This design comes from an exercise in tuning for small area, a short achievable clock period and few clock cycles on the open sky130 flow, not from production work.
In this exercise RTL edits were held to simulation tests only and were not proved equivalent to the original.

File: config.mk
export PLATFORM = sky130hd
export DESIGN_NAME = bcd_codec
export DESIGN_NICKNAME = bcd_codec
export VERILOG_FILES = /design/flow/design.v
export SDC_FILE = /design/flow/constraint.sdc
export NUM_CORES = 4
export LEC_CHECK = 0
export ABC_AREA = 1
export CAP_MARGIN = 20
export CORE_MARGIN = 2
export CORE_UTILIZATION = 40
export PLACE_DENSITY = 0.6
export SETUP_SLACK_MARGIN = 4
export SLEW_MARGIN = 20
File: constraint.sdc
create_clock -name core_clock -period 8.0 [get_ports {clk}]
set_input_delay 1.6000 -clock core_clock [delete_from_list [all_inputs] [get_ports {clk}]]
set_output_delay 1.6000 -clock core_clock [all_outputs]
set_load 0.01 [all_outputs]
File: run.sh
#!/bin/bash
# synth_recipe.tcl (not shown) runs the flow's synth.tcl, then flattens the netlist and writes it again
# the make line also repeats each setting of config.mk as NAME=value (left out here)
make -C /OpenROAD-flow-scripts/flow DESIGN_CONFIG=/design/flow/config.mk WORK_HOME=/design/flow/orfs CLKGATE_MAP_FILE= SYNTH_SCRIPT=/design/flow/synth_recipe.tcl finish
File: design.v
module bcd_codec (
    input  wire        clk,
    input  wire        rst,
    input  wire        start,
    input  wire        op,        
    input  wire [63:0] amt,
    input  wire [4:0]  scale,
    input  wire [47:0] bcd_in,
    output wire        ready,
    output reg         done,
    output wire        error,
    output wire [47:0] result
);
    localparam [1:0] P_DD = 2'd0, P_CAP = 2'd1, P_DEC = 2'd2;
    reg         busy;
    reg         first;     
    reg  [1:0]  phase;
    reg         op_q;
    reg         err_q;     
    reg         zero_q;    
    reg  [2:0]  ptr;       
    reg  [4:0]  sc;        
    reg         found;     
    reg  [2:0]  newtop;    
    reg  [63:0] b_q;       
    reg  [9:0]  nv;        
    reg  [52:0] acc;       
    reg         r_op, r_err;    
    wire last = (ptr == 3'd0) & (phase != P_CAP);
    assign ready = ~busy | last;
    wire accept = start & ready;
    reg  [63:0] groups;    
    reg  [7:0]  nz;
    reg  [11:0] bad;
    integer i;
    always @(*) begin
        groups = 64'd0;
        for (i = 0; i < 4; i = i + 1)
            groups[16*i +: 10] = {bcd_in[12*i+8 +: 4], 6'b0} + {bcd_in[12*i+8 +: 4], 5'b0}
                               + {bcd_in[12*i+8 +: 4], 2'b0}
                               + {bcd_in[12*i+4 +: 4], 3'b0} + {bcd_in[12*i+4 +: 4], 1'b0}
                               + bcd_in[12*i +: 4] + 10'd1;
        for (i = 0; i < 8; i = i + 1)
            nz[i] = op ? (i < 4 && |bcd_in[12*i +: 12]) : |amt[8*i +: 8];
        for (i = 0; i < 12; i = i + 1)
            bad[i] = bcd_in[4*i+3] & (bcd_in[4*i+2] | bcd_in[4*i+1]);
    end
    reg [2:0] top;
    reg [9:0] top_v;       
    always @(*) begin
        top   = 3'd0;
        top_v = op ? groups[9:0] : 10'd0;
        for (i = 0; i < 8; i = i + 1)
            if (nz[i]) begin
                top   = i[2:0];
                top_v = op ? groups[16*(i%4) +: 10] : {2'd0, amt[8*i +: 8]};
            end
    end
    wire quick = op ? (|bad) : (scale >= 5'd22);
    wire [7:0]  bits   = nv[7:0] & {8{~zero_q}};
    wire [9:0]  grp    = nv;
    wire [52:0] acc_in = first ? 53'd0 : acc;
    function [3:0] dcell;
        input [3:0] a;
        begin
            dcell[3] = (a[2] & a[1]) | (a[2] & a[0]);
            dcell[2] = (a[3] & a[0]) | (a[2] & ~a[1] & ~a[0]);
            dcell[1] = a[3] | (~a[2] & a[1]) | (a[2] & ~a[1] & ~a[0]) | (a[1] & a[0]);
            dcell[0] = a[3] | (~a[2] & a[0]) | (a[2] & ~a[0]);
        end
    endfunction
    wire       cap_ph = (phase == P_CAP);
    wire [3:0] inj = {~cap_ph & (sc == 5'd0), ~cap_ph & (sc == 5'd1), ~cap_ph & (sc == 5'd2),
                      cap_ph | (sc[4:1] != 4'd0 && sc != 5'd2)};
    reg  [12:0] tap;
    always @(*) begin
        tap = 13'd0;
        for (i = 0; i < 13; i = i + 1) tap[i] = (sc == i + 1);
        if (sc > 5'd13) tap[12] = 1'b1;
    end
    reg [51:0] dd_acc;
    reg        dd_ovf;
    reg [7:0]  cap;
    reg        c;
    reg [3:0]  m;
    integer j, k;
    always @(*) begin
        dd_acc = acc_in[51:0];
        dd_ovf = acc_in[52];
        cap    = 8'd0;
        for (k = 7; k >= 0; k = k - 1) begin
            c = 1'b0;
            for (j = 0; j < 13; j = j + 1) begin
                if (j < 4) c = c | (bits[k] & inj[j]);
                m = dcell(dd_acc[4*j +: 4]);
                dd_acc[4*j +: 4] = {m[2:0], c};
                c = m[3];
                cap[k] = cap[k] | (c & tap[j]);
            end
            dd_ovf = dd_ovf | c;
        end
    end
    wire [39:0] h  = acc_in[43:4];
    wire [39:0] o1 = {h[29:0], 10'b0}, o2 = ~{h[34:0], 5'b0};
    wire [39:0] o3 = {h[36:0], 3'b0},  o4 = {30'd0, grp};
    wire [39:0] s1 = o1 ^ o2 ^ o3;
    wire [39:0] c1 = {((o1[38:0] & o2[38:0]) | (o1[38:0] & o3[38:0]) | (o2[38:0] & o3[38:0])), 1'b0};
    wire [39:0] s2 = s1 ^ c1 ^ o4;
    wire [39:0] c2 = {((s1[38:0] & c1[38:0]) | (s1[38:0] & o4[38:0]) | (c1[38:0] & o4[38:0])), 1'b0};
    reg  [39:0] hg, hp, hor;
    integer s;
    always @(*) begin
        hg = s2 & c2;
        hp = s2 ^ c2;
        for (s = 1; s < 40; s = s * 2)
            for (i = 2*s-1; i < 40; i = i + 2*s) begin
                hg[i] = hg[i] | (hp[i] & hg[i-s]);
                hp[i] = hp[i] & hp[i-s];
            end
        for (s = 16; s >= 1; s = s / 2)
            for (i = 3*s-1; i < 40; i = i + 2*s) begin
                hg[i] = hg[i] | (hp[i] & hg[i-s]);
                hp[i] = hp[i] & hp[i-s];
            end
        hor = s2 ^ c2 ^ {hg[38:0], 1'b0};
    end
    always @(posedge clk) begin
        if (rst) begin
            busy <= 1'b0;
            done <= 1'b0;
        end else begin
            done <= busy & last;
            if (accept)
                busy <= 1'b1;
            else if (last)
                busy <= 1'b0;
        end
    end
    wire [2:0] rd_ix = ptr - 3'd1;
    wire [4:0] sc_drop = (sc > 5'd13) ? 5'd13 : sc;    
    always @(posedge clk) begin
        if (busy & last) begin
            r_op  <= op_q;
            r_err <= err_q;
        end
        if (accept)
            nv <= top_v;
        else if (phase == P_CAP && ptr == 3'd0)
            nv <= found ? {2'd0, b_q[8*newtop +: 8]} : {2'd0, cap};
        else
            nv <= op_q ? b_q[16*rd_ix[1:0] +: 10] : {2'd0, b_q[8*rd_ix +: 8]};
        if (accept) begin
            first  <= 1'b1;
            op_q   <= op;
            err_q  <= |bad;
            zero_q <= ~op & (scale >= 5'd22);
            b_q    <= op ? groups : amt;
            phase  <= op ? P_DEC : (scale >= 5'd4 && scale < 5'd22) ? P_CAP : P_DD;
            ptr    <= quick ? 3'd0 : top;
            sc     <= (scale >= 5'd4) ? scale - 5'd3 : scale;
            found  <= 1'b0;
        end else begin
            first <= 1'b0;
            ptr   <= ptr - 3'd1;
            if (phase == P_CAP) begin
                b_q[8*ptr +: 8] <= cap;
                if (~found && cap != 8'd0) begin
                    found  <= 1'b1;
                    newtop <= ptr;
                end
                if (ptr == 3'd0) begin
                    first <= 1'b1;
                    found <= 1'b0;
                    ptr   <= found ? newtop : 3'd0;
                    sc    <= (sc == sc_drop) ? 5'd3 : sc - sc_drop;
                    if (sc == sc_drop) phase <= P_DD;
                end
            end
        end
        if (phase == P_DEC)
            acc <= {acc_in[52:44], hor, acc_in[3:0]};
        else
            acc <= {dd_ovf, dd_acc};
    end
    reg  [47:0] w;
    reg  [11:0] nine;
    always @(*) begin
        for (i = 0; i < 12; i = i + 1) begin
            w[4*i +: 4] = acc[4+4*i +: 4];
            if (~r_op & acc[4+4*i+3]) w[4*i+1 +: 2] = 2'b00;
            nine[i] = acc[4+4*i+3] & acc[4+4*i];
        end
    end
    wire        rnd = ~r_op & acc[2] & (acc[1] | acc[0]);
    reg  [47:0] inc;
    reg  [3:0]  d;
    always @(*) begin
        for (i = 0; i < 12; i = i + 1) begin
            d = w[4*i +: 4];
            if (rnd && (&(nine | ~((12'd1 << i) - 12'd1))))
                inc[4*i +: 4] = nine[i] ? 4'd0 : d + 4'd1;
            else
                inc[4*i +: 4] = d;
        end
    end
    wire enc_ovf = acc[52] | (rnd & (&nine));
    assign result = inc;
    assign error  = r_op ? r_err : enc_ovf;
endmodule
==> flow_summary.toml, run 1 <==
[routing]
finalWirelength_mm = 99.9
drc = 0
post_drt_wl_per_cell_um = 20.4
vias_per_cell = 5.77
dr_total_vias = 28264
drt_iter0_drc = 2423
drtPass1Iterations = 6
ant_nets = 0

[run_status]
outcome = "complete, no violations"

[setup_path]
start_kind = "flop"
arrival_ns = 5.35
critPathMaxStageDelay_ns = 0.42
path_max_fanout = 5
cp_slowest_cell = "dfxtp_4"
path_class = "flop to flop"
cp.required_ns = 8.35
cp-end-kind = "flop"

[clock_network]
htree_levels = 4
cts-root-buf = "clkbuf_16"
cts_made_buffers = 17
clk_latency_ns = 0.50
cts_sinks = 149
clk_path_buf_depth = 2
hold_buffers = 0
cts_tree = "done"
cts.clk_slew.worst_paths_ns = 0.07

[finish]
multi_input_area_mm2 = 0.0208
register_area_mm2 = 0.00382
drive_gt1_frac = 0.327
final_util = 0.585
fill_cells = 5324
nets = 4502
antenna_cells = 0
area_growth_pct = 44.1
final_area_mm2 = 0.0331

[synthesis]
synth_area_leaders = "nand2_1, edfxtp_1, ha_1"
synth.avg_cell_area_um2 = 6.24
synth_edf_count = 79
netlist.area_leader.share = 0.133
synth_cells = 3686
ys.warnings.count = 5
ys_types = 65
ys_ff_latch = 149
syn_nets = 4055
synthArstFlopShare = 0
synth-seq-area-share = 0.164
yosys.area.top_type = "nand2_1"
ys.flop_type = "edfxtp_1"
netlist_area_mm2 = 0.0230

[timing]
tightest_slew_ns = 1.09
hold_viol_final = 0
hold_ws_ns = 0.414
slew_viol_final = 0
fin_setup_tns_ns = 0
finClkSkew_ns = 0.0183
period_share = 0.626
fmax_ghz = 0.200
maxSlewHeadroom = 0.276
finalSetupViolCount = 0
layout_min_cycle_time_ns = 5.01
rsz0062_at_grt = "yes"

[global_routing]
grt.met3_usage = 0.0456
grt_usage = 0.311
grt_overflow = 0
grt.busiest_layer = "met2"
grt_antenna_before_repair = 0
grt_max_degree = 53
use_met2 = 0.526
met1_usage = 0.371
grt_pass1_wl_mm = 145
first_global_vias = 25951

[placement]
place_congestion = 1.01
placed_area_mm2 = 0.0257
port_buffers = 171
hpwl_mm = 70.4

[floorplanning]
rows = 87
die-height_um = 244
fp.dieW_um = 244
ios = 172
die_area_mm2 = 0.0594
initial_utilization = 0.406
core_area_mm2 = 0.0566

[run]
maxCapViolCount = 0

[worst_hold_path]
hold_class = "flop to flop"
-- placed cells by master (no fill, tap or decap), types with 60 or more instances in the layout --
| cell | synthesis | final |
|---|---|---|
| nand4_1 | 61 | 61 |
| edfxtp_1 | 79 | 79 |
| nand2_4 | 0 | 68 |
| fa_1 | 76 | 60 |
| o21ai_1 | 53 | 63 |
| o21ai_0 | 274 | 204 |
| ha_1 | 172 | 152 |
| nor2_4 | 3 | 96 |
| nand3_1 | 280 | 178 |
| a21oi_1 | 248 | 187 |
| buf_6 | 6 | 85 |
| inv_1 | 525 | 472 |
| nand2_1 | 812 | 614 |
| nand2_2 | 10 | 139 |
| nor2_1 | 371 | 264 |
| inv_2 | 75 | 114 |
| clkdlybuf4s50_1 | 0 | 82 |
| buf_4 | 0 | 241 |
| nand3_2 | 30 | 80 |
-- area by class of cell --
| cell class | count | share of cell area |
|---|---|---|
| inverter | 616 | 0.0717 |
| timing repair buffer | 511 | 0.138 |
| clock buffer | 20 | 0.0138 |
| clock inverter | 12 | 0.00313 |
| sequential | 149 | 0.115 |
| tap | 756 | 0.0286 |
| timing repair inverter | 1 | 0.000340 |
| multi-input combinational | 2837 | 0.629 |
-- metal layers --
layer,vias up,part of all wire
met1,13185,0.38
met4,0,0.074
li1,13327,-
met3,414,0.072
met5,-,0
met2,1338,0.47
-- stage by stage --
stage | setup WS [ns] | instances
3_5_place_dp | 1.82 | 4550
4_1_cts | 3.06 | 4758
5_1_grt | 2.76 | 4902
6_report | 2.99 | 4902
2_1_floorplan | 3.23 | 3686
3_3_place_gp | 1.89 | 4550
-- worst max-delay path: cells and delay by family (launching register included) --
family          cells  cell delay (ns)
buf+inv            13             1.45
compound gates      4             0.71
flops               1             0.42
simple gates       19             2.25
-- cell usage after synthesis, drive strengths merged, types with 26 or more instances --
library cell,n
nand2,822
inv,601
nor2,407
o21ai,338
nand3,310
a21oi,262
ha,172
edfxtp,79
fa,76
dfxtp,70
clkbuf,63
nand4,61
o22ai,57
a22oi,42
xor2,40
nor3,27
o211ai,26
-- repair_timing --
action | 4_1_cts | 5_1_grt
gates resized for setup | 742 | 696
pin swaps | 159 | 189
gates cloned | 6 | 0
setup endpoints to repair | 177 | 156
setup buffers | 170 | 144
endpoints found under the hold margin | 0 | 0
-- worst paths after layout --
kind | from | endpoint | slack (ns) | cells after the start
min reg2reg | err_q$_DFFE_PP_ | r_err$_DFFE_PP_ | 0.41 | 0
max | first$_SDFF_PP1_ | b_q[8]$_DFFE_PP_ | 2.99 | 36
min | err_q$_DFFE_PP_ | r_err$_DFFE_PP_ | 0.41 | 0
max reg2reg | first$_SDFF_PP1_ | b_q[8]$_DFFE_PP_ | 2.99 | 36
-- kinds of logic after synthesis --
| logic type | count (synthesis) | share of synthesized area |
|---|---|---|
| adders and majority gates | 248 | 0.160 |
| and+or+nand+nor | 1666 | 0.314 |
| AOI/OAI and AO/OA | 870 | 0.225 |
| DFF | 149 | 0.164 |
| buffers and inverters | 700 | 0.117 |
| xor gates and xnor gates | 53 | 0.0202 |
-- registers in the layout, indices dropped and copies added, names as in the netlist --
| signal | cells |
|---|---|
| done | 1 |
| first | 1 |
| r_err | 1 |
| nv | 10 |
| op_q | 1 |
| b_q | 64 |
| sc | 5 |
| phase | 2 |
| found | 1 |
| zero_q | 1 |
| ptr | 3 |
| r_op | 1 |
| busy | 1 |
| acc | 53 |
| err_q | 1 |
| newtop | 3 |
Testbench counts, summed over its fixed seeds: cycles 9,923.
==> run 2: changes to the inputs <==
--- a/design.v
+++ b/design.v
@@ -24,5 +24,4 @@
     reg  [2:0]  newtop;    
     reg  [63:0] b_q;       
-    reg  [9:0]  nv;        
     reg  [52:0] acc;       
     reg         r_op, r_err;    
@@ -47,17 +46,23 @@
     end
     reg [2:0] top;
-    reg [9:0] top_v;       
-    always @(*) begin
-        top   = 3'd0;
-        top_v = op ? groups[9:0] : 10'd0;
-        for (i = 0; i < 8; i = i + 1)
-            if (nz[i]) begin
-                top   = i[2:0];
-                top_v = op ? groups[16*(i%4) +: 10] : {2'd0, amt[8*i +: 8]};
-            end
+    always @(*) begin
+        top = 3'd0;
+        for (i = 0; i < 8; i = i + 1) if (nz[i]) top = i[2:0];
     end
     wire quick = op ? (|bad) : (scale >= 5'd22);
-    wire [7:0]  bits   = nv[7:0] & {8{~zero_q}};
-    wire [9:0]  grp    = nv;
+    reg  [7:0]  psel;
+    reg  [7:0]  bsel;
+    reg  [9:0]  grp;
+    always @(*) begin
+        bsel = 8'd0;
+        grp  = 10'd0;
+        for (i = 0; i < 8; i = i + 1) begin
+            psel[i] = (ptr == i);
+            bsel = bsel | (b_q[8*i +: 8] & {8{psel[i]}});
+        end
+        for (i = 0; i < 4; i = i + 1)
+            grp = grp | (b_q[16*i +: 10] & {10{ptr[1:0] == i}});
+    end
+    wire [7:0]  bits   = bsel & {8{~zero_q}};
     wire [52:0] acc_in = first ? 53'd0 : acc;
     function [3:0] dcell;
@@ -108,19 +113,20 @@
     wire [39:0] s2 = s1 ^ c1 ^ o4;
     wire [39:0] c2 = {((s1[38:0] & c1[38:0]) | (s1[38:0] & o4[38:0]) | (c1[38:0] & o4[38:0])), 1'b0};
-    reg  [39:0] hg, hp, hor;
+    reg  [39:0] hg, hp, ng, np, hor;
     integer s;
     always @(*) begin
         hg = s2 & c2;
         hp = s2 ^ c2;
-        for (s = 1; s < 40; s = s * 2)
-            for (i = 2*s-1; i < 40; i = i + 2*s) begin
-                hg[i] = hg[i] | (hp[i] & hg[i-s]);
-                hp[i] = hp[i] & hp[i-s];
-            end
-        for (s = 16; s >= 1; s = s / 2)
-            for (i = 3*s-1; i < 40; i = i + 2*s) begin
-                hg[i] = hg[i] | (hp[i] & hg[i-s]);
-                hp[i] = hp[i] & hp[i-s];
-            end
+        for (s = 1; s < 40; s = s * 2) begin
+            ng = hg;
+            np = hp;
+            for (i = 0; i < 40; i = i + 1)
+                if ((i / s) % 2 == 1) begin
+                    ng[i] = hg[i] | (hp[i] & hg[(i/s)*s-1]);
+                    np[i] = hp[i] & hp[(i/s)*s-1];
+                end
+            hg = ng;
+            hp = np;
+        end
         hor = s2 ^ c2 ^ {hg[38:0], 1'b0};
     end
@@ -137,5 +143,4 @@
         end
     end
-    wire [2:0] rd_ix = ptr - 3'd1;
     wire [4:0] sc_drop = (sc > 5'd13) ? 5'd13 : sc;    
     always @(posedge clk) begin
@@ -144,10 +149,4 @@
             r_err <= err_q;
         end
-        if (accept)
-            nv <= top_v;
-        else if (phase == P_CAP && ptr == 3'd0)
-            nv <= found ? {2'd0, b_q[8*newtop +: 8]} : {2'd0, cap};
-        else
-            nv <= op_q ? b_q[16*rd_ix[1:0] +: 10] : {2'd0, b_q[8*rd_ix +: 8]};
         if (accept) begin
             first  <= 1'b1;
@@ -164,5 +163,6 @@
             ptr   <= ptr - 3'd1;
             if (phase == P_CAP) begin
-                b_q[8*ptr +: 8] <= cap;
+                for (i = 0; i < 8; i = i + 1)
+                    if (psel[i]) b_q[8*i +: 8] <= cap;
                 if (~found && cap != 8'd0) begin
                     found  <= 1'b1;
--- a/config.mk
+++ b/config.mk
@@ -11,4 +11,4 @@
 export CORE_UTILIZATION = 40
 export PLACE_DENSITY = 0.6
-export SETUP_SLACK_MARGIN = 4
+export SETUP_SLACK_MARGIN = 3.5
 export SLEW_MARGIN = 20
==> run 2 against run 1 <==
Clock skew is 0.0048 ns lower; sequential cell count is 10 lower; worst hold slack better by 0.0041 ns; register-to-register slack better by 0.49 ns; non-clock buffer count is 186 lower; wire length is 21% lower; core utilization is 4.3 points lower; via count is 19% lower; critical endpoint is now b_q[32]$_DFFE_PP_; largest cell class unchanged; highest routed layer unchanged.
==> flow_summary.toml, run 2 <==
[routing]
drtPass1Iterations = 5
finalWirelength_mm = 79.2
drc = 0
drt_iter0_drc = 1744
ant_nets = 0
post_drt_wl_per_cell_um = 19.3
dr_total_vias = 22822
vias_per_cell = 5.58

[finish]
nets = 3769
antenna_cells = 0
final_util = 0.542
largest_reg_flops = 64
multi_input_area_mm2 = 0.0168
register_area_mm2 = 0.00361
max_flop_register = "b_q"
drive_gt1_frac = 0.242
fin_cells = 4092
final_area_mm2 = 0.0271
layout_common_cells = "nand2_1, inv_1, nor2_1"
final_common_cell = "nand2_1"
fill_cells = 4815
area_growth_pct = 34.3
biggestRegsByFlops = "b_q: 64 flops, acc: 53 flops, sc: 5 flops"

[run_status]
outcome = "complete, no violations"

[clock_network]
htree_levels = 4
clk_latency_ns = 0.47
cts_tree = "done"
clk_path_buf_depth = 2
cts.clk_slew.worst_paths_ns = 0.07
cts-root-buf = "clkbuf_16"
cts_made_buffers = 17
cts_sinks = 139
hold_buffers = 0

[floorplanning]
die_area_mm2 = 0.0523
fp.dieW_um = 229
rows = 82
ios = 172
initial_utilization = 0.404
core_area_mm2 = 0.0500
die-height_um = 229

[synthesis]
ys_ff_latch = 139
synth.most_common_cell = "nand2_1"
ys_types = 66
synth_edf_count = 79
yosys.area.top_type = "nand2_1"
synth_common_cells = "nand2_1, inv_1, nor2_1"
ys.warnings.count = 5
synth-seq-area-share = 0.177
synth.avg_cell_area_um2 = 6.51
synth_cells = 3101
synth_area_leaders = "nand2_1, edfxtp_1, ha_1"
netlist.area_leader.share = 0.132
netlist_area_mm2 = 0.0202
syn_nets = 3463
ys.flop_type = "edfxtp_1"
synthArstFlopShare = 0

[timing]
slew_viol_final = 0
tightest_slew_ns = 1.15
finClkSkew_ns = 0.0135
hold_ws_ns = 0.418
fmax_ghz = 0.221
rsz0062_at_grt = "yes"
period_share = 0.565
fin_setup_tns_ns = 0
layout_min_cycle_time_ns = 4.52
finalSetupViolCount = 0
hold_viol_final = 0
maxSlewHeadroom = 0.235

[placement]
place_congestion = 0.984
placed_area_mm2 = 0.0226
numPlacedInstances = 3915
port_buffers = 171
hpwl_mm = 60.3

[global_routing]
grt_pass1_wl_mm = 115
first_global_vias = 21225
grt_antenna_before_repair = 0
grt_max_degree = 55
grt_usage = 0.278
grt_overflow = 0

[setup_path]
arrival_ns = 4.72
timing.critical_path.mode_cell = "nand2_1"
path_buf_inv = 7
critPathMaxStageDelay_ns = 0.37
path_class = "flop to flop"
path_max_fanout = 8
cp_slowest_cell = "dfxtp_4"
cp.required_ns = 8.20
cp_top_family = "simple AND/OR/NAND/NOR gates"
start_kind = "flop"
cp-end-kind = "flop"

[run]
maxCapViolCount = 0

[worst_hold_path]
hold_class = "flop to flop"
-- run 2: per-stage QoR --
| step | setup WS [ns] |
|---|---|
| after floorplan | 3.51 |
| after global placement | 2.24 |
| after detailed placement | 2.08 |
| after CTS | 3.32 |
| after global routing | 3.22 |
| final | 3.48 |
-- run 2: cell families (layout without fill, tap and decap cells) --
logic type	count (synthesis)	in the layout	synth area share
AOI/OAI and AO/OA	572	572	0.174
DFF	139	139	0.177
xor gates and xnor gates	52	52	0.0226
adders and majority gates	241	241	0.175
buffers and inverters	574	893	0.111
and+or+nand+nor	1521	1521	0.340
muxes	2	2	0.000992
-- run 2: what timing repair did --
action / 4_1_cts / 5_1_grt
cloned: 1 / 5
resized for setup: 207 / 504
buffers inserted: 37 / 101
pin swaps: 26 / 126
setup endpoints to repair: 145 / 87
-- run 2: worst register-to-register path, delay by kind of cell (launching register included) --
family / cells / cell delay (ns)
AOI/OAI and AO/OA: 4 / 0.75
adders and majority gates: 1 / 0.20
buffers and inverters: 7 / 0.75
DFF: 1 / 0.37
and+or+nand+nor: 18 / 2.18
-- run 2: path summary, 6_finish.rpt --
path,to,cells past startpoint,from,slack [ns]
max,b_q[32]$_DFFE_PP_,30,first$_SDFF_PP1_,3.48
min reg2reg,r_err$_DFFE_PP_,0,err_q$_DFFE_PP_,0.42
min,r_err$_DFFE_PP_,0,err_q$_DFFE_PP_,0.42
max reg2reg,b_q[32]$_DFFE_PP_,30,first$_SDFF_PP1_,3.48
-- run 2: final cells by class --
cell class / count / share of cell area
sequential: 139 / 0.133
timing repair inverter: 3 / 0.00111
inverter: 533 / 0.0757
timing repair buffer: 325 / 0.115
clock inverter: 12 / 0.00601
clock buffer: 20 / 0.0165
tap: 672 / 0.0310
multi-input combinational: 2388 / 0.621
-- run 2: metal layers --
| metal | global-route usage | up-vias | part of all wire |
|---|---|---|---|
| li1 | - | 10989 | - |
| met1 | 0.347 | 10823 | 0.42 |
| met2 | 0.481 | 831 | 0.48 |
| met3 | 0.0326 | 179 | 0.054 |
| met4 | 0.123 | 0 | 0.050 |
| met5 | 0 | - | 0 |
Testbench counts of run 2, summed over its fixed seeds: cycles 9,923.
==> run 3: changes to the inputs <==
--- a/design.v
+++ b/design.v
@@ -25,4 +25,5 @@
     reg  [63:0] b_q;       
     reg  [52:0] acc;       
+    reg  [23:0] init;      
     reg         r_op, r_err;    
     wire last = (ptr == 3'd0) & (phase != P_CAP);
@@ -30,5 +31,6 @@
     wire accept = start & ready;
     reg  [63:0] groups;    
-    reg  [7:0]  nz;
+    reg  [7:0]  nze;       
+    reg  [3:0]  nzd;       
     reg  [11:0] bad;
     integer i;
@@ -39,16 +41,63 @@
                                + {bcd_in[12*i+8 +: 4], 2'b0}
                                + {bcd_in[12*i+4 +: 4], 3'b0} + {bcd_in[12*i+4 +: 4], 1'b0}
-                               + bcd_in[12*i +: 4] + 10'd1;
-        for (i = 0; i < 8; i = i + 1)
-            nz[i] = op ? (i < 4 && |bcd_in[12*i +: 12]) : |amt[8*i +: 8];
+                               + bcd_in[12*i +: 4];
+        for (i = 0; i < 8; i = i + 1) nze[i] = |amt[8*i +: 8];
+        for (i = 0; i < 4; i = i + 1) nzd[i] = |bcd_in[12*i +: 12];
         for (i = 0; i < 12; i = i + 1)
             bad[i] = bcd_in[4*i+3] & (bcd_in[4*i+2] | bcd_in[4*i+1]);
     end
-    reg [2:0] top;
-    always @(*) begin
-        top = 3'd0;
-        for (i = 0; i < 8; i = i + 1) if (nz[i]) top = i[2:0];
+    reg [7:0] ohe;
+    reg [3:0] ohd;
+    reg [2:0] tope, topd;
+    reg [7:0] top_b;       
+    reg [9:0] top_g;       
+    always @(*) begin
+        tope  = 3'd0;
+        topd  = 3'd0;
+        top_b = 8'd0;
+        top_g = 10'd0;
+        for (i = 0; i < 8; i = i + 1) begin
+            ohe[i] = nze[i] & ~(|(nze >> (i + 1)));
+            if (ohe[i]) tope = i[2:0];
+            top_b = top_b | (amt[8*i +: 8] & {8{ohe[i]}});
+        end
+        for (i = 0; i < 4; i = i + 1) begin
+            ohd[i] = nzd[i] & ~(|(nzd >> (i + 1)));
+            if (ohd[i]) topd = i[2:0];
+            top_g = top_g | (groups[16*i +: 10] & {10{ohd[i]}});
+        end
     end
     wire quick = op ? (|bad) : (scale >= 5'd22);
+    reg [11:0] md;         
+    reg        mc;
+    reg [3:0]  mm;
+    integer    mj, mk;
+    always @(*) begin
+        md = 12'd0;
+        for (mk = 7; mk >= 0; mk = mk - 1) begin
+            mc = top_b[mk];
+            for (mj = 0; mj < 3; mj = mj + 1) begin
+                mm = dcell(md[4*mj +: 4]);
+                md[4*mj +: 4] = {mm[2:0], mc};
+                mc = mm[3];
+            end
+        end
+    end
+    wire early = op ? (|nzd[3:1]) & ~(|bad) : (|nze[7:1]) & (scale <= 5'd3);
+    reg [23:0] init_v;
+    always @(*) begin
+        init_v = 24'd0;
+        if (early) begin
+            if (op)
+                init_v[13:4] = top_g;
+            else
+                case (scale[1:0])
+                    2'd0: init_v[12 +: 12] = md;
+                    2'd1: init_v[8 +: 12]  = md;
+                    2'd2: init_v[4 +: 12]  = md;
+                    default: init_v[0 +: 12] = md;
+                endcase
+        end
+    end
     reg  [7:0]  psel;
     reg  [7:0]  bsel;
@@ -65,5 +114,5 @@
     end
     wire [7:0]  bits   = bsel & {8{~zero_q}};
-    wire [52:0] acc_in = first ? 53'd0 : acc;
+    wire [52:0] acc_in = first ? {29'd0, init} : acc;
     function [3:0] dcell;
         input [3:0] a;
@@ -112,5 +161,5 @@
     wire [39:0] c1 = {((o1[38:0] & o2[38:0]) | (o1[38:0] & o3[38:0]) | (o2[38:0] & o3[38:0])), 1'b0};
     wire [39:0] s2 = s1 ^ c1 ^ o4;
-    wire [39:0] c2 = {((s1[38:0] & c1[38:0]) | (s1[38:0] & o4[38:0]) | (c1[38:0] & o4[38:0])), 1'b0};
+    wire [39:0] c2 = {((s1[38:0] & c1[38:0]) | (s1[38:0] & o4[38:0]) | (c1[38:0] & o4[38:0])), 1'b1};
     reg  [39:0] hg, hp, ng, np, hor;
     integer s;
@@ -156,5 +205,6 @@
             b_q    <= op ? groups : amt;
             phase  <= op ? P_DEC : (scale >= 5'd4 && scale < 5'd22) ? P_CAP : P_DD;
-            ptr    <= quick ? 3'd0 : top;
+            ptr    <= quick ? 3'd0 : (op ? topd : tope) - {2'd0, early};
+            init   <= init_v;
             sc     <= (scale >= 5'd4) ? scale - 5'd3 : scale;
             found  <= 1'b0;
--- a/config.mk
+++ b/config.mk
@@ -13,2 +13,3 @@
 export SETUP_SLACK_MARGIN = 3.5
 export SLEW_MARGIN = 20
+export TNS_END_PERCENT = 5
==> run 3 against run 2 <==
Still clean on timing, DRC and antenna; worst hold slack gained 0.0083 ns; critical path depth is 1 lower; synthesized area rose by 12%; die area increased by 12%; clock skew rose by 0.0020 ns; sequential share of layout area grew 0.24 points; core utilization up 1.6 points; register-to-register slack worse by 0.11 ns.
==> flow_summary.toml, run 3 <==
[run_status]
outcome = "complete, no violations"

[global_routing]
grt_pass1_wl_mm = 133
grt_max_degree = 50
first_global_vias = 24146
grt_antenna_before_repair = 4
grt_overflow = 0
grt_usage = 0.293

[setup_path]
path_class = "input pin to flop"
arrival_ns = 5.08
path_buf_inv = 5
critPathMaxStageDelay_ns = 0.27
cp.depth = 29
ff2ff_path_depth = 33
cp-end-kind = "flop"
cp.required_ns = 8.23
cp_top_family = "simple AND/OR/NAND/NOR gates"
timing.critical_path.mode_cell = "nand2_1"
ff2ff_setup_slack_ns = 3.37
start_kind = "input pin"
cp_slowest_cell = "dlygate4sd2_1"
path_max_fanout = 5

[finish]
multi_input_area_mm2 = 0.0194
final_common_cell = "nand2_1"
fin_cells = 4688
register_area_mm2 = 0.00425
drive_gt1_frac = 0.287
nets = 4275
largest_reg_flops = 64
layout_common_cells = "nand2_1, inv_1, nor2_1"
area_growth_pct = 38.8
final_util = 0.558
biggestRegsByFlops = "b_q: 64 flops, acc: 53 flops, init: 22 flops"
fill_cells = 5363
max_flop_register = "b_q"

[timing]
period_share = 0.606
rsz0062_at_grt = "yes"
layout_min_cycle_time_ns = 4.85
finClkSkew_ns = 0.0155
hold_viol_final = 0
tightest_slew_ns = 1.08
finalSetupViolCount = 0
fin_setup_tns_ns = 0
slew_viol_final = 0
fmax_ghz = 0.206
maxSlewHeadroom = 0.274

[routing]
finalWirelength_mm = 92.7
dr_total_vias = 26425
vias_per_cell = 5.64
post_drt_wl_per_cell_um = 19.8
ant_nets = 0
drc = 0
drtPass1Iterations = 6
drt_iter0_drc = 2268

[synthesis]
synth.most_common_cell = "nand2_1"
ys_types = 69
yosys.area.top_type = "nand2_1"
synth.avg_cell_area_um2 = 6.42
synth_common_cells = "nand2_1, inv_1, nor2_1"
synthArstFlopShare = 0
ys.warnings.count = 1
ys_ff_latch = 161
netlist.area_leader.share = 0.147
netlist_area_mm2 = 0.0226
synth-seq-area-share = 0.188
synth_cells = 3512
ys.flop_type = "edfxtp_1"
synth_edf_count = 101
syn_nets = 3870
synth_area_leaders = "nand2_1, edfxtp_1, ha_1"

[clock_network]
cts_made_buffers = 17
clk_path_buf_depth = 2
cts.clk_slew.worst_paths_ns = 0.07
htree_levels = 4
cts_tree = "done"
cts-root-buf = "clkbuf_16"
cts_sinks = 161
clk_latency_ns = 0.50

[floorplanning]
die-height_um = 242
die_area_mm2 = 0.0583
fp.dieW_um = 242
ios = 172
core_area_mm2 = 0.0561
rows = 87
initial_utilization = 0.402

[worst_hold_path]
holdPathStages = 0
hold_class = "flop to flop"

[placement]
hpwl_mm = 70.1
port_buffers = 171
numPlacedInstances = 4405
place_congestion = 1.07

[run]
maxCapViolCount = 0
run 3: final timing paths:
path | startpoint | end
hold / removal | op_q$_DFFE_PP_ | r_op$_DFFE_PP_
setup / recovery | amt[50] | init[10]$_SDFFCE_PN0P_
hold reg to reg | op_q$_DFFE_PP_ | r_op$_DFFE_PP_
setup reg to reg | first$_SDFF_PP1_ | acc[42]$_DFF_P_
run 3: stage by stage:
step           hold slack (ns)  area (um^2)  setup slack, ns
2_1_floorplan            0.400        22600             3.23
3_3_place_gp             0.401        25100             2.24
3_5_place_dp             0.412        25100             2.09
4_1_cts                  0.428        27200             3.32
5_1_grt                  0.443        31300             2.96
6_report                 0.426        31300             3.15
run 3: logic make-up (layout without fill, tap and decap cells):
group | count (synthesis) | after routing | synth area share
fa+ha+maj | 237 | 237 | 0.154
simple gates | 1835 | 1835 | 0.361
other cells | 0 | 2 | 0
flops | 161 | 161 | 0.188
xor+xnor | 61 | 61 | 0.0237
buf+inv | 622 | 1040 | 0.108
compound gates | 593 | 593 | 0.165
mux | 3 | 3 | 0.00133
run 3: what timing repair did:
item	CTS	global route
hold endpoints to repair	0	0
cloned	2	2
hold buffers	0	0
pin swaps	65	236
endpoints found under the setup margin	135	129
resized for setup	265	788
buffers inserted	88	157
run 3: area by class of cell:
cell class | instances | share of cell area
Multi-Input combinational cell | 2729 | 0.619
Sequential cell | 161 | 0.136
Timing Repair Buffer | 434 | 0.125
Inverter | 572 | 0.0703
Tap cell | 756 | 0.0302
Clock buffer | 17 | 0.0136
Clock inverter | 15 | 0.00496
Timing Repair inverter | 2 | 0.000879
Antenna cell | 2 | 0.000160
run 3: metal layers:
layer  share of wire  up-vias  global-route usage  routed length (um)
met5         0.00028        -                   0                  26
met1            0.37    12297               0.336               34600
li1                -    12574                   -                   -
met3           0.071      352              0.0427                6620
met4           0.078        4               0.181                7270
met2            0.48     1198               0.512               44200
run 3: worst reg2reg max path, delay by kind of cell (launching register included):
| family | cells | cell delay, ns |
|---|---|---|
| adder cells (fa/ha/maj) | 3 | 1.14 |
| AND/OR/NAND/NOR | 16 | 1.30 |
| AO/OA/AOI/OAI | 8 | 1.12 |
| buffers and inverters | 5 | 0.50 |
| XOR/XNOR | 1 | 0.13 |
| flip-flops | 1 | 0.37 |
Testbench counts of run 3, summed over its fixed seeds: cycles 8,159.
==> run 4: changes to the inputs <==
--- a/design.v
+++ b/design.v
@@ -84,5 +84,6 @@
         end
     end
-    wire early = op ? (|nzd[3:1]) & ~(|bad) : (|nze[7:1]) & (scale <= 5'd3);
+    wire early = op ? (|nzd[3:1]) & ~(|bad)
+                    : (|nze[7:1]) & (scale <= 5'd3 || (scale >= 5'd6 && scale < 5'd22));
     reg [23:0] init_v;
     always @(*) begin
@@ -92,8 +93,8 @@
                 init_v[13:4] = top_g;
             else
-                case (scale[1:0])
-                    2'd0: init_v[12 +: 12] = md;
-                    2'd1: init_v[8 +: 12]  = md;
-                    2'd2: init_v[4 +: 12]  = md;
+                case (scale)
+                    5'd0: init_v[12 +: 12] = md;
+                    5'd1: init_v[8 +: 12]  = md;
+                    5'd2: init_v[4 +: 12]  = md;
                     default: init_v[0 +: 12] = md;
                 endcase
@@ -222,4 +223,5 @@
                     first <= 1'b1;
                     found <= 1'b0;
+                    init  <= 24'd0;
                     ptr   <= found ? newtop : 3'd0;
                     sc    <= (sc == sc_drop) ? 5'd3 : sc - sc_drop;
--- a/config.mk
+++ b/config.mk
@@ -13,3 +13,2 @@
 export SETUP_SLACK_MARGIN = 3.5
 export SLEW_MARGIN = 20
-export TNS_END_PERCENT = 5
==> run 4 against run 3 <==
Still clean; clock skew increased by 0.0023 ns; core utilization decreased by 0.25 points; first-iteration DRC count down 15%; via count shrank 1.4%; count of clock-buffer cells in the layout rose by 2; sequential cell count did not move; wire length decreased by 1.7%; critical path depth unchanged; sequential share of layout area is 0.26 points higher.
==> flow_summary.toml, run 4 <==
[run_status]
outcome = "complete, no violations"

[synthesis]
netlist.area_leader.share = 0.143
synth_common_cells = "nand2_1, inv_1, nor2_1"
synthArstFlopShare = 0
synth-seq-area-share = 0.189
synth_area_leaders = "nand2_1, edfxtp_1, ha_1"
yosys.area.top_type = "nand2_1"
netlist_area_mm2 = 0.0224
ys.warnings.count = 1
synth.most_common_cell = "nand2_1"
ys.flop_type = "edfxtp_1"
synth_cells = 3495
synth.avg_cell_area_um2 = 6.42
synth_edf_count = 101
ys_ff_latch = 161
ys_types = 65
syn_nets = 3853

[setup_path]
arrival_ns = 4.83
start_kind = "input pin"
cp-end-kind = "flop"
r2r_end = "b_q[16]$_DFFE_PP_"
path_max_fanout = 7
ff2ff_setup_slack_ns = 3.54
cp_slowest_cell = "o211ai_1"
worstReg2RegStart = "first$_SDFF_PP1_"
timing.critical_path.mode_cell = "nand2_4"
critPathMaxStageDelay_ns = 0.25
ff2ff_path_depth = 32
path_class = "input pin to flop"
cp.required_ns = 8.26

[timing]
period_share = 0.571
layout_min_cycle_time_ns = 4.57
worst_slack_ns = 3.43
finalSetupViolCount = 0
slew_viol_final = 0
rsz0062_at_grt = "yes"
hold_viol_final = 0
tightest_slew_ns = 1.10
fmax_ghz = 0.219
finClkSkew_ns = 0.0178
fin_setup_tns_ns = 0
maxSlewHeadroom = 0.260

[routing]
vias_per_cell = 5.55
dr_total_vias = 26045
post_drt_wl_per_cell_um = 19.4
finalWirelength_mm = 91.1
drtPass1Iterations = 7
drt_iter0_drc = 1932
ant_nets = 0
drc = 0

[floorplanning]
initial_utilization = 0.405
die-height_um = 241
fp.dieW_um = 241
die_area_mm2 = 0.0580
core_area_mm2 = 0.0553
ios = 172
rows = 86

[global_routing]
grt_usage = 0.302
grt_max_degree = 51
grt_overflow = 0
first_global_vias = 24082
grt_antenna_before_repair = 1
grt_pass1_wl_mm = 133

[placement]
port_buffers = 171
place_ws_ns = 2.03
hpwl_mm = 68.2
placed_area_mm2 = 0.0251
place_congestion = 1.00

[finish]
antenna_cells = 0
biggestRegsByFlops = "b_q: 64 flops, acc: 53 flops, init: 22 flops"
layout_common_cells = "nand2_1, inv_1, nor2_1"
final_util = 0.556
nets = 4291
final_common_cell = "nand2_1"
drive_gt1_frac = 0.285
fill_cells = 5384
largest_reg_flops = 64
multi_input_area_mm2 = 0.0186
max_flop_register = "b_q"
final_area_mm2 = 0.0307
register_area_mm2 = 0.00426
area_growth_pct = 37.1

[worst_hold_path]
hold_start = "op_q$_DFFE_PP_"
hold_end = "r_op$_DFFE_PP_"
hold_class = "flop to flop"
holdPathStages = 0

[clock_network]
htree_levels = 4
cts_sinks = 161
clk_latency_ns = 0.51
hold_buffers = 0
cts-root-buf = "clkbuf_16"
cts_tree = "done"
cts_made_buffers = 17
cts.clk_slew.worst_paths_ns = 0.07
clk_path_buf_depth = 2

[run]
maxCapViolCount = 0
run 4: cell type report:
cell class | count | area share
clock buffers | 19 | 0.0148
clock inverters | 13 | 0.00468
inverters | 596 | 0.0751
multi-input cells | 2692 | 0.605
flip-flops and latches | 161 | 0.138
well taps | 748 | 0.0304
repair buffers | 462 | 0.130
repair inverters | 3 | 0.00114
run 4: kinds of logic (layout without fill, tap and decap cells):
| family | Yosys count | after routing | share of synthesized area |
|---|---|---|---|
| adder cells (fa/ha/maj) | 237 | 237 | 0.155 |
| buffers and inverters | 642 | 1093 | 0.111 |
| AO/OA/AOI/OAI | 615 | 615 | 0.170 |
| AND/OR/NAND/NOR | 1779 | 1779 | 0.351 |
| flip-flops | 161 | 161 | 0.189 |
| multiplexers | 2 | 2 | 0.000893 |
| XOR/XNOR | 59 | 59 | 0.0230 |
run 4: worst max-delay path: cells and delay by family:
family                 cells  cell delay, ns
AO/OA/AOI/OAI              2            0.37
buffers and inverters      6            0.51
AND/OR/NAND/NOR           21            2.32
run 4: repair_timing:
item,CTS,global route
gates cloned,4,0
pin swaps,81,178
resized for setup,393,647
buffers inserted,140,134
setup endpoints to repair,159,121
run 4: worst max-delay path by stage:
stage | cells after the start | end | startpoint
after detailed placement | 17 | result[35] | r_op$_DFFE_PP_
after global placement | 17 | result[35] | r_op$_DFFE_PP_
after floorplan | 29 | init[10]$_SDFFCE_PN0P_ | amt[60]
after CTS | 18 | result[35] | r_op$_DFFE_PP_
after global routing | 29 | init[9]$_SDFFCE_PN0P_ | amt[61]
final | 29 | init[9]$_SDFFCE_PN0P_ | amt[61]
run 4: layer usage:
layer	share of wire	vias to the layer above	GRT usage
met2	0.48	1099	0.518
met1	0.38	12084	0.353
li1	-	12574	-
met3	0.062	288	0.0420
met4	0.074	0	0.197
met5	0	-	0
run 4: stage by stage:
step	std cells	hold WS (ns)
after CTS	4560	0.425
final	4694	0.436
after global routing	4694	0.452
after detailed placement	4384	0.407
after floorplan	3495	0.400
after global placement	4384	0.402
Testbench counts of run 4, summed over its fixed seeds: cycles 7,944.
==> run 5: changes to the inputs <==
--- a/config.mk
+++ b/config.mk
@@ -11,4 +11,4 @@
 export CORE_UTILIZATION = 40
 export PLACE_DENSITY = 0.6
-export SETUP_SLACK_MARGIN = 3.5
+export SETUP_SLACK_MARGIN = 3.0
 export SLEW_MARGIN = 20
==> run 5 against run 4 <==
Die area did not move; final cell count fell by 4.7%; largest cell class unchanged; count of clock-buffer cells in the layout rose by 1; cell area fell by 12%; synthesized area did not move; non-clock buffer count fell by 217; still clean on timing, DRC and antenna; critical path type unchanged; maximum frequency fell by 7.8%; critical endpoint is now init[11]$_SDFFCE_PN0P_.
==> flow_summary.toml, run 5 <==
[run_status]
outcome = "complete, no violations"

[finish]
fill_cells = 5797
max_flop_register = "b_q"
area_growth_pct = 20.4
largest_reg_flops = 64
drive_gt1_frac = 0.130
final_common_cell = "nand2_1"
multi_input_area_mm2 = 0.0166
nets = 4071
biggestRegsByFlops = "b_q: 64 flops, acc: 53 flops, init: 22 flops"
antenna_cells = 0
register_area_mm2 = 0.00424
layout_common_cells = "nand2_1, inv_1, nor2_1"

[floorplanning]
core_area_mm2 = 0.0553
die_area_mm2 = 0.0580
ios = 172
rows = 86
fp.dieW_um = 241
initial_utilization = 0.405
die-height_um = 241

[clock_network]
cts_tree = "done"
cts_sinks = 161
hold_buffers = 0
cts-root-buf = "clkbuf_16"
cts_made_buffers = 17
htree_levels = 4
clk_path_buf_depth = 2
clk_latency_ns = 0.49
cts.clk_slew.worst_paths_ns = 0.07

[timing]
layout_min_cycle_time_ns = 4.95
hold_ws_ns = 0.432
fin_setup_tns_ns = 0
maxSlewHeadroom = 0.207
fmax_ghz = 0.202
slew_viol_final = 0
rsz0062_at_grt = "yes"
finalSetupViolCount = 0
hold_viol_final = 0
tightest_slew_ns = 1.18
worst_slack_ns = 3.05
period_share = 0.619
finClkSkew_ns = 0.0146

[global_routing]
grt_usage = 0.288
grt_overflow = 0
grt_max_degree = 51
grt_pass1_wl_mm = 128
grt_antenna_before_repair = 0
first_global_vias = 23153

[setup_path]
crit_end = "init[11]$_SDFFCE_PN0P_"
cp_top_family = "simple AND/OR/NAND/NOR gates"
r2r_end = "b_q[48]$_DFFE_PP_"
critPathLaunch = "amt[59]"
cp.depth = 28
worstReg2RegStart = "first$_SDFF_PP1_"
path_class = "input pin to flop"
arrival_ns = 5.28
ff2ff_path_depth = 31
cp-end-kind = "flop"
critPathMaxStageDelay_ns = 0.43
ff2ff_setup_slack_ns = 3.27
start_kind = "input pin"
cp_slowest_cell = "clkdlybuf4s50_1"
path_max_fanout = 7
path_buf_inv = 6
cp.required_ns = 8.33

[synthesis]
synth_area_leaders = "nand2_1, edfxtp_1, ha_1"
synth_common_cells = "nand2_1, inv_1, nor2_1"
ys.flop_type = "edfxtp_1"
netlist_area_mm2 = 0.0224
yosys.area.top_type = "nand2_1"
synth_cells = 3495
syn_nets = 3853
netlist.area_leader.share = 0.143
synthArstFlopShare = 0
ys.warnings.count = 1
synth.avg_cell_area_um2 = 6.42
ys_ff_latch = 161
synth.most_common_cell = "nand2_1"
synth-seq-area-share = 0.189
synth_edf_count = 101
ys_types = 65

[routing]
drtPass1Iterations = 5
vias_per_cell = 5.50
drc = 0
finalWirelength_mm = 84.7
post_drt_wl_per_cell_um = 18.9
ant_nets = 0
dr_total_vias = 24596
drt_iter0_drc = 2023

[placement]
place_ws_ns = 1.89
hpwl_mm = 69.0
port_buffers = 171
place_congestion = 0.998

[worst_hold_path]
holdPathStages = 0
hold_class = "flop to flop"

[run]
maxCapViolCount = 0
==> run 5: changes by cell type in the layout (fill, tap and decap cells not counted), sizes merged <==
cell           change
clkinv             -5
clkdlybuf4s15     -10
dlygate4sd2       -21
clkbuf            -14
buf              -236
clkdlybuf4s50     +63
bufinv             +1
inv                +3
dlymetal6s2s       +2
clkinvlp           -3
==> run 5: layout make-up <==
class	count	area share
clock buffers	20	0.0165
well taps	748	0.0347
clock inverters	12	0.00454
multi-input cells	2692	0.615
repair buffers	245	0.0883
inverters	596	0.0836
flip-flops and latches	161	0.157
==> run 5: layer usage <==
layer / vias up / GRT usage / wire [um]
met2: 914 / 0.515 / 41100
met3: 201 / 0.0318 / 4470
met1: 11371 / 0.338 / 34200
met4: 0 / 0.154 / 4880
li1: 12110 / - / -
met5: - / 0 / 0
==> run 5: through the flow <==
step	instances	cell area [um^2]	utilization
2_1_floorplan	3495	22400	-
3_3_place_gp	4384	24900	0.451
3_5_place_dp	4384	24900	0.451
4_1_cts	4433	25900	0.467
5_1_grt	4474	27000	0.488
6_report	4474	27000	0.488
==> run 5: kinds of logic after synthesis <==
family,count (synthesis),share of synthesized area
AND/OR/NAND/NOR,1779,0.351
buffers and inverters,642,0.111
AO/OA/AOI/OAI,615,0.170
adder cells (fa/ha/maj),237,0.155
flip-flops,161,0.189
XOR/XNOR,59,0.0230
multiplexers,2,0.000893
==> run 5: how the worst min path moves through the flow <==
stage	slack [ns]	from	endpoint
finish	0.43	err_q$_DFFE_PP_	r_err$_DFFE_PP_
global route	0.45	op_q$_DFFE_PP_	r_op$_DFFE_PP_
CTS	0.43	err_q$_DFFE_PP_	r_err$_DFFE_PP_
detailed placement	0.41	err_q$_DFFE_PP_	r_err$_DFFE_PP_
global placement	0.41	op_q$_DFFE_PP_	r_op$_DFFE_PP_
floorplan	0.40	err_q$_DFFE_PP_	r_err$_DFFE_PP_
==> run 5: what timing repair did <==
item,4_1_cts,5_1_grt
setup buffers,17,41
endpoints found under the setup margin,103,90
pin swaps,15,46
resized for setup,72,252
==> run 6: changes to the inputs <==
--- a/config.mk
+++ b/config.mk
@@ -11,4 +11,4 @@
 export CORE_UTILIZATION = 40
 export PLACE_DENSITY = 0.6
-export SETUP_SLACK_MARGIN = 3.0
+export SETUP_SLACK_MARGIN = 2.5
 export SLEW_MARGIN = 20
==> run 6 against run 5 <==
Sequential share of layout area up 0.71 points; critical path depth down 12; first-iteration DRC count down 10%; wire length down 2.0%; sequential cell count unchanged; count of clock-buffer cells in the layout unchanged; register-to-register slack worse by 0.25 ns; worst setup slack worse by 0.30 ns; highest routed layer unchanged.
==> flow_summary.toml, run 6 <==
[run_status]
outcome = "complete, no violations"

[setup_path]
start_kind = "input pin"
path_max_fanout = 8
path_class = "input pin to flop"
ff2ff_path_depth = 23
arrival_ns = 5.59
crit_end = "init[21]$_SDFFCE_PP0P_"
cp.required_ns = 8.33
worstReg2RegStart = "first$_SDFF_PP1_"
cp-end-kind = "flop"
r2r_end = "b_q[17]$_DFFE_PP_"
ff2ff_setup_slack_ns = 3.02
critPathLaunch = "bcd_in[21]"

[timing]
finalSetupViolCount = 0
maxSlewHeadroom = 0.252
tightest_slew_ns = 1.11
hold_ws_ns = 0.432
period_share = 0.657
hold_viol_final = 0
fmax_ghz = 0.190
fin_setup_tns_ns = 0
layout_min_cycle_time_ns = 5.25
finClkSkew_ns = 0.0151
slew_viol_final = 0
rsz0062_at_grt = "yes"

[clock_network]
cts_tree = "done"
clk_path_buf_depth = 2
htree_levels = 4
clk_latency_ns = 0.49
cts-root-buf = "clkbuf_16"
cts_made_buffers = 17
cts.clk_slew.worst_paths_ns = 0.07
cts_sinks = 161

[global_routing]
grt_antenna_before_repair = 0
grt_max_degree = 51
grt_overflow = 0
first_global_vias = 22956
grt_usage = 0.285
grt_pass1_wl_mm = 126

[synthesis]
synth_common_cells = "nand2_1, inv_1, nor2_1"
synth.most_common_cell = "nand2_1"
netlist_area_mm2 = 0.0224
ys_types = 65
synth_cells = 3495
ys.flop_type = "edfxtp_1"
netlist.area_leader.share = 0.143
synthArstFlopShare = 0
syn_nets = 3853
ys_ff_latch = 161
ys.warnings.count = 1
synth.avg_cell_area_um2 = 6.42
synth-seq-area-share = 0.189
synth_edf_count = 101
synth_area_leaders = "nand2_1, edfxtp_1, ha_1"
yosys.area.top_type = "nand2_1"

[finish]
antenna_cells = 0
register_area_mm2 = 0.00424
max_flop_register = "b_q"
area_growth_pct = 15.1
biggestRegsByFlops = "b_q: 64 flops, acc: 53 flops, init: 22 flops"
fill_cells = 5863
drive_gt1_frac = 0.0763
multi_input_area_mm2 = 0.0159
final_common_cell = "nand2_1"
layout_common_cells = "nand2_1, inv_1, nor2_1"
nets = 4026
largest_reg_flops = 64

[placement]
hpwl_mm = 69.0
place_congestion = 0.998
port_buffers = 171

[floorplanning]
die-height_um = 241
fp.dieW_um = 241
die_area_mm2 = 0.0580
rows = 86
initial_utilization = 0.405
ios = 172
core_area_mm2 = 0.0553

[routing]
finalWirelength_mm = 82.9
ant_nets = 0
vias_per_cell = 5.45
post_drt_wl_per_cell_um = 18.7
drc = 0
dr_total_vias = 24139
drtPass1Iterations = 6
drt_iter0_drc = 1814

[worst_hold_path]
holdPathStages = 0
hold_class = "flop to flop"
hold_start = "err_q$_DFFE_PP_"

[run]
maxCapViolCount = 0
run 6: how the worst min path moves through the flow:
stage / to / slack [ns]
floorplan: r_err$_DFFE_PP_ / 0.40
global placement: r_op$_DFFE_PP_ / 0.41
detailed placement: r_err$_DFFE_PP_ / 0.41
CTS: r_err$_DFFE_PP_ / 0.43
global route: r_op$_DFFE_PP_ / 0.45
finish: r_err$_DFFE_PP_ / 0.43
run 6: worst max-delay path, stage by stage:
cell and delay [ns]:
clkdlybuf4s50_1 0.53, inv_1 0.13, ha_1 0.16, o22ai_1 0.10, nor2_1 0.10, o21ai_0 0.08, nor2_1 0.15, o2111ai_1 0.47
o21ai_0 0.84, o21a_1 0.25, nand2_1 0.30, nor2_1 0.31, inv_1 0.15, nor2_1 0.15, inv_1 0.10, a21oi_1 0.14
run 6: layout make-up:
type	count	share of cell area
Clock inverter	12	0.00475
Clock buffer	20	0.0173
Tap cell	748	0.0363
Inverter	596	0.0870
Sequential cell	161	0.164
Timing Repair Buffer	200	0.0759
Multi-Input combinational cell	2692	0.615
run 6: through the flow:
stage	cells	util	area, um^2	setup WS (ns)
final	4429	0.467	25800	2.75
after global routing	4429	0.467	25800	2.46
after CTS	4420	0.463	25600	2.51
after detailed placement	4384	0.451	24900	1.89
after global placement	4384	0.451	24900	1.96
after floorplan	3495	-	22400	3.11
run 6: cell families (layout without fill, tap and decap cells):
group	count (synthesis)	count (layout)	synth area share
buffers and inverters	642	828	0.111
AND/OR/NAND/NOR	1779	1779	0.351
XOR/XNOR	59	59	0.0230
AO/OA/AOI/OAI	615	615	0.170
adder cells (fa/ha/maj)	237	237	0.155
multiplexers	2	2	0.000893
flip-flops	161	161	0.189
run 6: metal layers:
layer / global-route usage / wire [um] / vias to the layer above
met1: 0.337 / 33800 / 11132
met3: 0.0299 / 4240 / 163
met4: 0.148 / 4300 / 0
met5: 0 / 0 / -
met2: 0.511 / 40600 / 831
li1: - / - / 12013
run 6: repair_timing:
action                                  CTS  global route
setup buffers                             4             9
hold buffers                              0             0
resized for setup                        13            42
pin swaps                                 2             6
endpoints found under the setup margin   38            61
==> run 7: changes to the inputs <==
--- a/config.mk
+++ b/config.mk
@@ -7,8 +7,8 @@
 export LEC_CHECK = 0
 export ABC_AREA = 1
-export CAP_MARGIN = 20
+export CAP_MARGIN = 0
 export CORE_MARGIN = 2
 export CORE_UTILIZATION = 40
 export PLACE_DENSITY = 0.6
-export SETUP_SLACK_MARGIN = 2.5
-export SLEW_MARGIN = 20
+export SETUP_SLACK_MARGIN = 3.0
+export SLEW_MARGIN = 0
==> run 7 against run 6 <==
Non-clock buffer count up 45; synthesized area stayed put; critical path depth is 12 higher; die area is the same; critical path type unchanged; highest routed layer unchanged.
==> flow_summary.toml, run 7 <==
[run_status]
outcome = "complete, no violations"

[finish]
final_common_cell = "nand2_1"
area_growth_pct = 20.4
max_flop_register = "b_q"
antenna_cells = 0
final_util = 0.488
nets = 4071
biggestRegsByFlops = "b_q: 64 flops, acc: 53 flops, init: 22 flops"
largest_reg_flops = 64
layout_common_cells = "nand2_1, inv_1, nor2_1"
drive_gt1_frac = 0.130
final_area_mm2 = 0.0270

[timing]
period_share = 0.619
fmax_ghz = 0.202
finClkSkew_ns = 0.0146
tightest_slew_ns = 1.18
rsz0062_at_grt = "yes"
hold_viol_final = 0
fin_setup_tns_ns = 0
finalSetupViolCount = 0
layout_min_cycle_time_ns = 4.95
slew_viol_final = 0
maxSlewHeadroom = 0.207

[global_routing]
first_global_vias = 23153
grt_max_degree = 51
grt_overflow = 0
grt_pass1_wl_mm = 128
grt_usage = 0.288
grt_antenna_before_repair = 0

[setup_path]
critPathMaxStageDelay_ns = 0.43
start_kind = "input pin"
path_buf_inv = 6
critPathLaunch = "amt[59]"
cp.required_ns = 8.33
r2r_end = "b_q[48]$_DFFE_PP_"
cp-end-kind = "flop"
path_class = "input pin to flop"
ff2ff_setup_slack_ns = 3.27
ff2ff_path_depth = 31
arrival_ns = 5.28
path_max_fanout = 7
cp_slowest_cell = "clkdlybuf4s50_1"
cp_top_family = "simple AND/OR/NAND/NOR gates"
worstReg2RegStart = "first$_SDFF_PP1_"

[routing]
drc = 0
wl_met1_mm = 34.2
dr_wl_met2_mm = 41.1
dr_total_vias = 24596
ant_nets = 0
drtPass1Iterations = 5
drt_iter0_drc = 2023
post_drt_wl_per_cell_um = 18.9
vias_per_cell = 5.50
finalWirelength_mm = 84.7
wl_met3_mm = 4.47
top_layer = "met4"

[synthesis]
synth_cells = 3495
ys_types = 65
synth-seq-area-share = 0.189
netlist.area_leader.share = 0.143
synth_area_leaders = "nand2_1, edfxtp_1, ha_1"
syn_nets = 3853
synth_common_cells = "nand2_1, inv_1, nor2_1"
netlist_area_mm2 = 0.0224
synthArstFlopShare = 0
yosys.area.top_type = "nand2_1"
ys_ff_latch = 161
synth.most_common_cell = "nand2_1"
synth.avg_cell_area_um2 = 6.42
synth_edf_count = 101
ys.flop_type = "edfxtp_1"
ys.warnings.count = 1

[clock_network]
cts.clk_slew.worst_paths_ns = 0.07
hold_buffers = 0
cts_sinks = 161
cts_made_buffers = 17
htree_levels = 4
clk_path_buf_depth = 2
clk_latency_ns = 0.49
cts-root-buf = "clkbuf_16"
cts_tree = "done"

[floorplanning]
ios = 172
fp.dieW_um = 241
die_area_mm2 = 0.0580
die-height_um = 241
initial_utilization = 0.405
core_area_mm2 = 0.0553
rows = 86

[worst_hold_path]
hold_start = "err_q$_DFFE_PP_"
hold_end = "r_err$_DFFE_PP_"
holdPathStages = 0
hold_class = "flop to flop"

[placement]
place_congestion = 0.998
port_buffers = 171
placed_area_mm2 = 0.0249
hpwl_mm = 69.0

[run]
maxCapViolCount = 0
[run 7: kinds of logic after synthesis]
group                    synth area share
adder cells (fa/ha/maj)             0.155
multiplexers                     0.000893
buffers and inverters               0.111
AO/OA/AOI/OAI                       0.170
flip-flops                          0.189
AND/OR/NAND/NOR                     0.351
XOR/XNOR                           0.0230
[run 7: worst max path at each step]
stage,end,slack (ns),depth (start not counted)
floorplan,result[35],3.11,15
CTS,result[35],2.98,18
global route,init[11]$_SDFFCE_PN0P_,2.87,28
finish,init[11]$_SDFFCE_PN0P_,3.05,28
global placement,init[10]$_SDFFCE_PN0P_,1.96,29
detailed placement,init[9]$_SDFFCE_PN0P_,1.89,29
[run 7: per-layer routing]
metal,up-vias,global-route usage
met2,914,0.515
met4,0,0.154
met3,201,0.0318
met1,11371,0.338
li1,12110,-
met5,-,0
[run 7: area by class of cell]
class	instances	area (um^2)
Multi-Input combinational cell	2692	16600
Fill cell	5797	28300
Sequential cell	161	4240
Clock buffer	20	447
Inverter	596	2260
Clock inverter	12	123
Tap cell	748	936
Timing Repair Buffer	245	2380
[run 7: stage by stage]
stage	setup WS [ns]	std cells	hold slack [ns]
after floorplan	3.11	3495	0.400
after global placement	1.96	4384	0.406
after detailed placement	1.89	4384	0.408
after CTS	2.98	4433	0.431
after global routing	2.87	4474	0.447
final	3.05	4474	0.432
[run 7: timing repair]
item / in CTS / in global routing
gates resized for setup: 72 / 252
pin swaps: 15 / 46
setup endpoints to repair: 103 / 90
buffers inserted: 17 / 41

-- port drivers added, routing unchanged --
No port has a modelled driver above. Below, the same layouts with a new extraction and two added sets of constraints.
Step 1 sets driving cells, clkbuf_16 on the clock port and buf_2 on the other inputs (assumed; they add their load-dependent delay and slew).
Step 2, shift: input delay + t, output delay - t, t = (earliest + latest rising clock arrival at the registers) / 2. This alone moves slack from input paths to output paths.
Slacks: ideal / step 1 / step 2; pairs: ideal / step 1.
run	shift t [ns]	slack for setup (ns)	hold slack, ns	cell pins on the clock port's net
run 1	0.547	2.994 / 2.994 / 2.916	0.414 / 0.414 / 0.414	1
run 2	0.522	3.480 / 3.446 / 3.102	0.418 / 0.418 / 0.418	1
run 3	0.557	3.154 / 3.193 / 2.636	0.426 / 0.426 / 0.426	1
run 4	0.566	3.435 / 3.460 / 2.894	0.436 / 0.436 / 0.436	1
run 5	0.546	3.050 / 3.082 / 2.541	0.432 / 0.432 / 0.432	1
run 6	0.548	2.746 / 2.706 / 2.230	0.432 / 0.432 / 0.432	1
run 7	0.546	3.050 / 3.082 / 2.541	0.432 / 0.432 / 0.432	1
After both steps setup and hold are still met in every run listed. The setup slack of run 4, which loses most, moves by +0.025 ns with the drivers and by -0.541 ns with both steps.
